This design comes from an exercise in tuning for small area, a short achievable clock period and few clock cycles on the open sky130 flow, not from production work. The RTL was checked by simulation tests, not by an equivalence proof against the original design. Power is estimated from default activity; no workload was simulated.

// autd3_cpu
module autd3_cpu (
    input  wire        clk,
    input  wire        rst,
    input  wire        frame_valid,
    input  wire        tick_valid,
    output wire        evt_ready,
    output reg  [6:0]  hdr_addr,
    input  wire [7:0]  hdr_data,
    output reg  [7:0]  bulk_addr,
    input  wire [15:0] bulk_data,
    output reg         bus_valid,
    output reg         bus_we,
    output reg  [2:0]  bus_bank,
    output reg  [13:0] bus_addr,
    output reg  [15:0] bus_wdata,
    input  wire        bus_ready,
    input  wire [15:0] bus_rdata,
    input  wire [63:0] dc_now,
    input  wire [63:0] dc_next_start,
    input  wire [63:0] dc_period,
    output reg  [15:0] tx_ack
);
export LEC_CHECK = 0
export CAP_MARGIN = 20
export CORE_MARGIN = 2
export CORE_UTILIZATION = 55
export PLACE_DENSITY = 0.7
export SETUP_SLACK_MARGIN = 5
export SLEW_MARGIN = 20
create_clock -name core_clock -period 9.0 [get_ports {clk}]
standard.sh (not shown) runs the stock make flow with config.mk's settings and CLKGATE_MAP_FILE= SYNTH_SCRIPT=/design/flow/synth_recipe.tcl, a recipe that flattens the netlist after the stock synthesis.
==> flow/flow/run.sh <==
#!/bin/bash
# Standard layout, with the port buffers made from sky130_fd_sc_hd__buf_1
# instead of the delay cell buffer_ports picks by default, and timing repair
# aiming at a setup slack of 5.6 ns.
set -euo pipefail
bash standard.sh "BUFFER_PORTS_ARGS=-buffer_cell sky130_fd_sc_hd__buf_1" SETUP_SLACK_MARGIN=5.6 finish > standard_flow.log 2>&1
Testbench counts at the start, summed over its fixed seeds: cycles 64,321.
Rerun with:
==> flow/flow/run.sh (replaced) <==
#!/bin/bash
# Standard layout, with the port buffers made from sky130_fd_sc_hd__buf_1
# instead of the delay cell buffer_ports picks by default, and timing repair
# aiming at a setup slack of 5.8 ns.
set -euo pipefail
bash standard.sh "BUFFER_PORTS_ARGS=-buffer_cell sky130_fd_sc_hd__buf_1" SETUP_SLACK_MARGIN=5.8 finish > standard_flow.log 2>&1
--- a/flow/config.mk
+++ b/flow/config.mk
@@ -10,2 +10,4 @@
 export CORE_UTILIZATION = 55
+export CTS_BUF_LIST = sky130_fd_sc_hd__clkbuf_8
+export CTS_CLUSTER_SIZE = 25
 export PLACE_DENSITY = 0.7
=>
- The changed run completed without violations
- non-clock buffer count shrinks by 5
- wire length grows by a few percent
- final area shrinks slightly
- synthesized area is unchanged
- global-route usage grows by 1.5 points
- maximum frequency grows by a few percent
- worst hold slack barely changes
- flip-flop and latch count is unchanged
- register-to-register slack improved by 0.03 ns
- final cell count grows slightly
Rerun with:
==> flow/flow/run.sh (replaced) <==
#!/bin/bash
# Standard layout, with the port buffers made from sky130_fd_sc_hd__buf_1
# instead of the delay cell buffer_ports picks by default, and timing repair
# aiming at a setup slack of 5.6 ns.
set -euo pipefail
bash standard.sh "BUFFER_PORTS_ARGS=-buffer_cell sky130_fd_sc_hd__buf_1" SETUP_SLACK_MARGIN=5.6 finish > standard_flow.log 2>&1
--- a/flow/config.mk
+++ b/flow/config.mk
@@ -9,6 +9,4 @@
 export CORE_MARGIN = 2
-export CORE_UTILIZATION = 55
-export CTS_BUF_LIST = sky130_fd_sc_hd__clkbuf_8
-export CTS_CLUSTER_SIZE = 25
-export PLACE_DENSITY = 0.7
+export CORE_UTILIZATION = 60
+export PLACE_DENSITY = 0.72
 export SETUP_SLACK_MARGIN = 5
Register-to-register slack gets worse by 0.12 ns.
Final cell count went down by 3.5%.
Design area stays flat.
Rerun with:
--- a/flow/config.mk
+++ b/flow/config.mk
@@ -9,4 +9,6 @@
 export CORE_MARGIN = 2
-export CORE_UTILIZATION = 60
-export PLACE_DENSITY = 0.72
+export CORE_UTILIZATION = 55
+export CTS_BUF_LIST = sky130_fd_sc_hd__clkbuf_8
+export CTS_CLUSTER_SIZE = 25
+export PLACE_DENSITY = 0.7
 export SETUP_SLACK_MARGIN = 5
Outcome: Routed wire length is lower by 3.4%. Power goes down by 7.7%. Global-route usage is lower by 3.5 points. Final cell count goes up by 3.6%. First-iteration DRC count shrinks by 13%. Die area came out higher by 8.9%. Via count drops by 1.5%. Combinational power fell by about 2%.

Starting RTL as in the previous note.
clock: 9.0 ns
lec_check: 0
cap_margin: 20
core_margin: 2
core_utilization: 55
cts_buf_list: sky130_fd_sc_hd__clkbuf_4 sky130_fd_sc_hd__clkbuf_8
cts_cluster_size: 20
place_density: 0.7
setup_slack_margin: 5
slew_margin: 20
==> flow/flow/run.sh <==
#!/bin/bash
# Standard layout, with the port buffers made from sky130_fd_sc_hd__buf_1
# instead of the delay cell buffer_ports picks by default, and timing repair
# aiming at a setup slack of 5.6 ns.
set -euo pipefail
bash standard.sh "BUFFER_PORTS_ARGS=-buffer_cell sky130_fd_sc_hd__buf_1" SETUP_SLACK_MARGIN=5.6 finish > standard_flow.log 2>&1
Testbench counts at the start, summed over its fixed seeds: cycles 64,321.
Edit:
CORE_UTILIZATION = 40   (was 55)
CTS_BUF_LIST = default   (was sky130_fd_sc_hd__clkbuf_4 sky130_fd_sc_hd__clkbuf_8)
CTS_CLUSTER_SIZE = default   (was 20)
PLACE_DENSITY = 0.6   (was 0.7)
Power rises by about 5.6%.
Cell count rises by about 4.4%.
Routed wire length rises by 6.4%.
Edit:
==> flow/flow/run.sh (replaced) <==
#!/bin/bash
# Standard layout, with the port buffers made from sky130_fd_sc_hd__buf_1
# instead of the delay cell buffer_ports picks by default, and timing repair
# aiming at a setup slack of 6.0 ns.
set -euo pipefail
bash standard.sh "BUFFER_PORTS_ARGS=-buffer_cell sky130_fd_sc_hd__buf_1" SETUP_SLACK_MARGIN=6.0 finish > standard_flow.log 2>&1
Outcome: The new run produced a clean layout; die area does not change; cell count goes up by 3.3%; synthesized cell count is unchanged; total power grows by 0.67%; global-route usage rose by 1.5 points; via count grows by 5.2%; synthesized area is unchanged; flip-flop and latch count does not change; setup slack gets better by 0.17 ns.

autd3_cpu, a different RTL version from the one above (not shown whole).
For scale: ~2,300 cells after synthesis, roughly 330 flip-flops, ~300 I/O pins, roughly 20,000 µm² of cells after synthesis.
export LEC_CHECK = 0
export CAP_MARGIN = 20
export CORE_MARGIN = 2
export CORE_UTILIZATION = 40
export PLACE_DENSITY = 0.6
export SETUP_SLACK_MARGIN = 5
export SLEW_MARGIN = 20
create_clock -name core_clock -period 9.0 [get_ports {clk}]
==> flow/flow/run.sh <==
#!/bin/bash
# Standard layout, with the port buffers made from sky130_fd_sc_hd__buf_1
# instead of the delay cell buffer_ports picks by default.
set -euo pipefail
bash standard.sh "BUFFER_PORTS_ARGS=-buffer_cell sky130_fd_sc_hd__buf_1" finish > standard_flow.log 2>&1
Testbench counts at the start, summed over its fixed seeds: cycles 64,321.
Change:
==> flow/flow/run.sh (replaced) <==
#!/bin/bash
# Standard layout, with the port buffers made from sky130_fd_sc_hd__buf_1
# instead of the delay cell buffer_ports picks by default, and timing repair
# aiming at a setup slack of 5.75 ns.
set -euo pipefail
bash standard.sh "BUFFER_PORTS_ARGS=-buffer_cell sky130_fd_sc_hd__buf_1" SETUP_SLACK_MARGIN=5.75 finish > standard_flow.log 2>&1
What happened:
- The changed run finished clean
- setup slack gains 0.58 ns
- critical path depth rises by 3
- synthesized area stays the same
- power grows by 4.5%
- die area stays the same
- count of clock-buffer cells in the layout drops by 2
- cell count grows by 0.91%
- final area grows by 3.9%
- register-to-register slack is better by 0.58 ns

autd3_cpu, a different RTL version from the one above (not shown whole).
Size in the first run: roughly 2000 cells after synthesis, roughly 350 flip-flops, about 300 I/O pins, roughly 19000 um^2 of cells after synthesis.
==> flow/config.mk <==
export PLATFORM = sky130hd
export DESIGN_NAME = autd3_cpu
export DESIGN_NICKNAME = autd3_cpu
export VERILOG_FILES = /design/flow/design.v
export SDC_FILE = /design/flow/constraint.sdc
export NUM_CORES = 4
export LEC_CHECK = 0
export CAP_MARGIN = 20
export CORE_MARGIN = 2
export CORE_UTILIZATION = 55
export CTS_BUF_LIST = sky130_fd_sc_hd__clkbuf_8
export CTS_CLUSTER_SIZE = 25
export PLACE_DENSITY = 0.7
export SETUP_SLACK_MARGIN = 5
export SLEW_MARGIN = 20
==> flow/constraint.sdc <==
create_clock -name core_clock -period 9.0 [get_ports {clk}]
set_input_delay 1.8000 -clock core_clock [delete_from_list [all_inputs] [get_ports {clk}]]
set_output_delay 1.8000 -clock core_clock [all_outputs]
set_load 0.01 [all_outputs]
==> flow/flow/run.sh <==
#!/bin/bash
# Standard layout, with the port buffers made from sky130_fd_sc_hd__buf_1
# instead of the delay cell buffer_ports picks by default, and timing repair
# aiming at a setup slack of 6.0 ns.
set -euo pipefail
bash standard.sh "BUFFER_PORTS_ARGS=-buffer_cell sky130_fd_sc_hd__buf_1" SETUP_SLACK_MARGIN=6.0 finish > standard_flow.log 2>&1
The starting point completed without violations.
Testbench counts at the start, summed over its fixed seeds: cycles 64,257.
Next try:
==> flow/flow/run.sh (replaced) <==
#!/bin/bash
# Standard layout, with the port buffers made from sky130_fd_sc_hd__buf_1
# instead of the delay cell buffer_ports picks by default, and timing repair
# aiming at a setup slack of 5.6 ns.
set -euo pipefail
bash standard.sh "BUFFER_PORTS_ARGS=-buffer_cell sky130_fd_sc_hd__buf_1" SETUP_SLACK_MARGIN=5.6 finish > standard_flow.log 2>&1
The new run passed the timing, DRC and antenna checks.
Non-clock buffer count came out lower by 51.
Power hardly moves.
Via count came out lower by about 2.1%.
Worst setup slack got worse by 0.056 ns.
Worst hold slack barely changes.
Combinational power came out lower by about 15%.
Clock power stays flat.
Die area does not change.
Wire length came out lower by 3.4%.

port drivers added, routing unchanged:
Ports are ideal in the flow. The routed layouts listed here were re-timed in OpenROAD. Step 1 assumes that a clkbuf_16 drives the clock port and a buf_2 every other input. Step 2 also shifts input and output timing later by t, the mid clock arrival at the registers, as if the neighbouring blocks saw the same clock. a / b / c = ideal / step 1 / step 2; a / b = the first two.
| run | t, ns | setup slack, ns | latest minus earliest clock arrival (ns) | worst data-port slew with drivers (ns) | cell pins on the clock port's net |
|---|---|---|---|---|---|
| the first run of note 1 | 0.593 | 5.651 / 5.684 / 5.091 | 0.018 / 0.019 | 0.10 | 1 |
| the second run of note 1 | 0.665 | 5.779 / 5.726 / 5.184 | 0.024 / 0.024 | 0.07 | 1 |
| the third run of note 1 | 0.576 | 5.630 / 5.656 / 5.080 | 0.022 / 0.022 | 0.08 | 1 |
| the fourth run of note 1 | 0.643 | 5.653 / 5.675 / 5.032 | 0.037 / 0.037 | 0.10 | 1 |
| the first run of note 2 | 0.648 | 5.661 / 5.684 / 5.036 | 0.030 / 0.030 | 0.10 | 1 |
| the second run of note 2 | 0.610 | 5.612 / 5.629 / 5.019 | 0.026 / 0.026 | 0.08 | 1 |
| the third run of note 2 | 0.631 | 5.779 / 5.813 / 5.181 | 0.037 / 0.037 | 0.08 | 1 |
| the first run of note 3 | 0.623 | 5.051 / 5.051 / 4.540 | 0.026 / 0.026 | 0.08 | 1 |
| the second run of note 3 | 0.632 | 5.630 / 5.630 / 5.201 | 0.020 / 0.020 | 0.08 | 1 |
| the first run of note 4 | 0.709 | 5.691 / 5.691 / 5.063 | 0.029 / 0.030 | 0.12 | 1 |
| the second run of note 4 | 0.669 | 5.635 / 5.664 / 4.996 | 0.025 / 0.025 | 0.11 | 1 |
After both steps setup and hold are still met in every run listed. For the second run of note 4, which loses most, drivers alone change the setup slack by +0.029 ns; drivers and shift together by -0.639 ns.
